Context: an optimization exercise on an open-source flow, tuned for small area, a short achievable clock period and few clock cycles per item. The choices shown serve that exercise and are no tape-out recipe.
The RTL was checked by simulation tests, not by an equivalence proof against the original design.
Power figures rest on the tool's default switching activity, not on a simulated workload.

## P
// sfd_tx
module sfd_tx (
    input  wire        clk,
    input  wire        rst,
    input  wire        in_valid,
    input  wire [7:0]  in_op,
    input  wire [7:0]  in_dest,
    input  wire [7:0]  in_byte,
    input  wire        in_last,
    input  wire        in_empty,
    output wire        in_ready,
    output wire        tx_valid,
    output wire [7:0]  tx_byte,
    input  wire        tx_ready
);
    localparam [7:0] MARKER       = 8'h1B;
    localparam [7:0] LIT_SENTINEL = 8'h1C;
    localparam [7:0] OP_DATA      = 8'h44;
    reg  [7:0]  buf_mem [0:31];
    reg  [5:0]  wp;            
    reg  [5:0]  rp;            
    reg         in_cmd;        
    reg         col_isd;       
    reg  [7:0]  col_op;
    reg  [7:0]  col_dest;
    reg  [5:0]  cnt;           
    reg         pair;          
    reg         s_pend;        
    reg         col_closed;    
    reg         carry;         
    reg         carry_last;    
    reg         in_rdy;        
    reg         wen;           
    reg         rdy_valid;
    reg  [7:0]  rdy_op;
    reg  [7:0]  rdy_dest;
    reg  [5:0]  rdy_end;       
    reg         active;        
    reg  [5:0]  pos;           
    reg         out_src;       
    reg  [5:0]  out_end;       
    reg  [15:0] seq;
    reg         tx_v;
    reg  [7:0]  tx_b;
    assign in_ready = in_rdy;
    assign tx_valid = tx_v;
    assign tx_byte  = tx_b;
    function [5:0] inc6(input [5:0] x);
        inc6 = x ^ {&x[4:0], &x[3:0], &x[2:0], &x[1:0], x[0], 1'b1};
    endfunction
    function [4:0] inc5(input [4:0] x);
        inc5 = x ^ {&x[3:0], &x[2:0], &x[1:0], x[0], 1'b1};
    endfunction
    wire        fire     = in_valid && in_rdy;
    wire        is_data  = in_cmd ? col_isd : (in_op == OP_DATA);
  ...
==> flow/config.mk <==
export PLATFORM = sky130hd
export DESIGN_NAME = sfd_tx
export DESIGN_NICKNAME = sfd_tx
export VERILOG_FILES = /design/flow/design.v
export SDC_FILE = /design/flow/constraint.sdc
export NUM_CORES = 4
export LEC_CHECK = 0
export ABC_CLOCK_PERIOD_IN_PS = 2600
export CAP_MARGIN = 20
export CORE_MARGIN = 2
export CORE_UTILIZATION = 65
export CTS_CLUSTER_DIAMETER = 100
export CTS_CLUSTER_SIZE = 24
export PLACE_DENSITY = 0.75
export SETUP_SLACK_MARGIN = 3.3
export SLEW_MARGIN = 20
==> flow/constraint.sdc <==
create_clock -name core_clock -period 6.0 [get_ports {clk}]
set_input_delay 1.2000 -clock core_clock [delete_from_list [all_inputs] [get_ports {clk}]]
set_output_delay 1.2000 -clock core_clock [all_outputs]
set_load 0.01 [all_outputs]
standard.sh (not shown) runs the stock make flow with config.mk's settings and CLKGATE_MAP_FILE= SYNTH_SCRIPT=/design/flow/synth_recipe.tcl, a recipe that flattens the netlist after the stock synthesis.
==> flow/flow/run.sh <==
#!/bin/bash
# The standard layout (the standard.sh, ORFS make targets), with one change:
# the port buffers that buffer_ports inserts are sky130_fd_sc_hd__buf_4 cells
# instead of the default choice (clkdlybuf4s50_1, a slow delay cell).
# Each tool's output goes to a log of its own: ORFS keeps its per-step logs
# under orfs/logs/, and make's own output goes to make_finish.log here.
set -euo pipefail
bash standard.sh "BUFFER_PORTS_ARGS=-buffer_cell sky130_fd_sc_hd__buf_4" finish > make_finish.log 2>&1
Having completed the whole flow, P delivered a layout that passed the timing, DRC and antenna checks.
Testbench counts of P, summed over its fixed seeds: cycles 48,257, bytes 31,638.
## Diff of input files: Q against P
==> flow/config.mk <==
export PLATFORM = sky130hd
export DESIGN_NAME = sfd_tx
export DESIGN_NICKNAME = sfd_tx
export VERILOG_FILES = /design/flow/design.v
export SDC_FILE = /design/flow/constraint.sdc
export NUM_CORES = 4
export LEC_CHECK = 0
export CAP_MARGIN = 20
export CORE_MARGIN = 2
export CORE_UTILIZATION = 65
export PLACE_DENSITY = 0.75
export SETUP_SLACK_MARGIN = 3.3
export SLEW_MARGIN = 20
### Flow results
Against P, setup slack in Q came out worse. Of Q and P, it is Q that has the higher via count. What Q reported for non-clock buffer count has to be multiplied by 0.894 to get the figure for P. Taking P over Q, the clock buffer instance count of the final layout ratio works out to 0.56. Routed wire length on met2 for Q: 3.9% up relative to P. Q vs P on final period utilization: Q is the higher one.
diff inputs: Q => R
-- flow/config.mk --
<<< Q, line 9
export CORE_MARGIN = 2
export CORE_UTILIZATION = 65
export PLACE_DENSITY = 0.75
export SETUP_SLACK_MARGIN = 3.3
>>> R, line 9
export CORE_MARGIN = 2
export CORE_UTILIZATION = 65
export CTS_CLUSTER_DIAMETER = 100
export CTS_CLUSTER_SIZE = 24
export PLACE_DENSITY = 0.75
export SETUP_SLACK_MARGIN = 3.3
[summary]
Going from Q to R, total power shrank by more than 10%.
Clock power share: lower on R
Relative to Q, the final cell area reported for R is lower.
Taking Q as the reference point, the clock power of R falls by 43%.
As far as synthesized cell count goes, R and Q are indistinguishable; the numbers are identical.
R ended with more least setup slack across all paths after layout than Q.
Compared to Q, the router laid down less metal wire for R.
Maximum frequency (R over Q): increase, 9.8 MHz
diff inputs: R => S
-- flow/config.mk --
<<< R, line 6
export NUM_CORES = 4
export LEC_CHECK = 0
export CAP_MARGIN = 20
export CORE_MARGIN = 2
>>> S, line 6
export NUM_CORES = 4
export LEC_CHECK = 0
export ABC_CLOCK_PERIOD_IN_PS = 2000
export CAP_MARGIN = 20
export CORE_MARGIN = 2
[summary]
Between S and R, the difference in starting utilization of the core area is negligible.
Re number of vias after detailed routing: no difference whatsoever between R and S.
Routed wire length on met3 came out exactly the same in S and R.


Another version of the RTL of sfd_tx (not shown whole).
Size in the first run: about 1,000 cells after synthesis, roughly 380 flip-flops.
Settings: LEC_CHECK=0, CAP_MARGIN=20, CORE_MARGIN=2, CORE_UTILIZATION=55, CTS_CLUSTER_DIAMETER=120, CTS_CLUSTER_SIZE=28, PLACE_DENSITY=0.65, SETUP_SLACK_MARGIN=3.6, SLEW_MARGIN=20; clock period 6.0 ns.
Scripts as last shown in full above: flow/flow/run.sh
Testbench counts at the start, summed over its fixed seeds: cycles 47,888, bytes 31,638.
Change:
==> flow/flow/run.sh (replaced) <==
#!/bin/bash
# The standard layout (the standard.sh, ORFS make targets), with two changes:
# the port buffers that buffer_ports inserts are sky130_fd_sc_hd__buf_4 cells
# instead of the default choice (clkdlybuf4s50_1, a slow delay cell), and
# ORFS's power recovery after global routing is switched on.
# Each tool's output goes to a log of its own: ORFS keeps its per-step logs
# under orfs/logs/, and make's own output goes to make_finish.log here.
set -euo pipefail
bash standard.sh "BUFFER_PORTS_ARGS=-buffer_cell sky130_fd_sc_hd__buf_4" RECOVER_POWER=100 finish > make_finish.log 2>&1
--- a/flow/config.mk
+++ b/flow/config.mk
@@ -10 +10 @@
-export CORE_UTILIZATION = 55
+export CORE_UTILIZATION = 65
@@ -13,2 +13,2 @@
-export PLACE_DENSITY = 0.65
-export SETUP_SLACK_MARGIN = 3.6
+export PLACE_DENSITY = 0.75
+export SETUP_SLACK_MARGIN = 3.65
What happened: With this change the flow finished but fails on capacitance limit, slew limit. Final area came out lower slightly. Die area came out lower by about a fifth. Clock-buffer cell count stays the same. Register-to-register slack loses 0.98 ns. Setup slack loses 0.98 ns. Synthesized cell count is unchanged. Global-route usage came out higher by 4.3 points. Critical path depth came out lower by 2. Core utilization came out higher by 10 points.
Change:
==> flow/flow/run.sh (replaced) <==
#!/bin/bash
# The standard layout (the standard.sh, ORFS make targets), with one change:
# the port buffers that buffer_ports inserts are sky130_fd_sc_hd__buf_4 cells
# instead of the default choice (clkdlybuf4s50_1, a slow delay cell).
# Each tool's output goes to a log of its own: ORFS keeps its per-step logs
# under orfs/logs/, and make's own output goes to make_finish.log here.
set -euo pipefail
bash standard.sh "BUFFER_PORTS_ARGS=-buffer_cell sky130_fd_sc_hd__buf_4" finish > make_finish.log 2>&1
--- a/flow/config.mk
+++ b/flow/config.mk
@@ -10 +10 @@
-export CORE_UTILIZATION = 65
+export CORE_UTILIZATION = 45
@@ -13 +13 @@
-export PLACE_DENSITY = 0.75
+export PLACE_DENSITY = 0.55
The changed run finished clean.
Hold slack improved by 0.0064 ns.
Power increases by 0.91%.
Clock-buffer cell count does not change.
Wire length increases by 6.3%.
Die area increases by about 43%.
Combinational power increases by about 8%.
Synthesized area is unchanged.
Worst setup slack improved by 0.99 ns.
Sequential share of layout area decreases by 2.3 points.
Utilization decreases by 20 points.
Change:
--- a/flow/config.mk
+++ b/flow/config.mk
@@ -10 +10 @@
-export CORE_UTILIZATION = 45
+export CORE_UTILIZATION = 75
@@ -13 +13 @@
-export PLACE_DENSITY = 0.55
+export PLACE_DENSITY = 0.85
What happened:
- The changed run completed without violations
- worst setup slack degrades by 0.053 ns
- non-clock buffer count came out lower by 16
- area after synthesis does not change
- via count went up by 8.6%
- design area drops by 2.1%
- first-iteration DRC count went up by 46%

## port drivers added, routing unchanged
The results above use ideal ports. As a check the final layouts listed here were re-extracted and re-timed, cells and wires unchanged.
Step 1, drivers: a clkbuf_16 drives clk and a buf_2 each remaining input, both assumed.
Step 2 moves the port delays by t, midway between the first and last clock arrival at a register: inputs arrive t later, outputs are due t later. That takes back most of the time a late clock gives input paths.
Three values: ideal ports, drivers, drivers and shift; two values: the first two.
| run | shift t [ns] | setup WS [ns] | worst hold slack (ns) | worst setup path after step 2 |
|---|---|---|---|---|
| P | 0.577 | 3.380 / 3.411 / 2.835 | 0.454 / 0.454 / 0.454 | input to register |
| Q | 0.577 | 3.311 / 3.338 / 2.762 | 0.447 / 0.447 / 0.447 | input to register |
| R | 0.577 | 3.380 / 3.411 / 2.835 | 0.454 / 0.454 / 0.454 | input to register |
| S | 0.577 | 3.380 / 3.411 / 2.835 | 0.454 / 0.454 / 0.454 | input to register |
| the first run of note 2 | 0.566 | 3.637 / 3.605 / 3.113 | 0.438 / 0.438 / 0.438 | input to register |
| the second run of note 2 | 0.564 | 2.661 / 2.661 / 2.183 | 0.442 / 0.442 / 0.442 | input to register |
| the third run of note 2 | 0.567 | 3.651 / 3.663 / 3.097 | 0.448 / 0.448 / 0.448 | input to register |
| the fourth run of note 2 | 0.585 | 3.598 / 3.602 / 3.042 | 0.430 / 0.430 / 0.430 | input to register |
The setup slack of the fourth run of note 2, which loses most, moves by +0.004 ns with the drivers and by -0.556 ns with both steps.
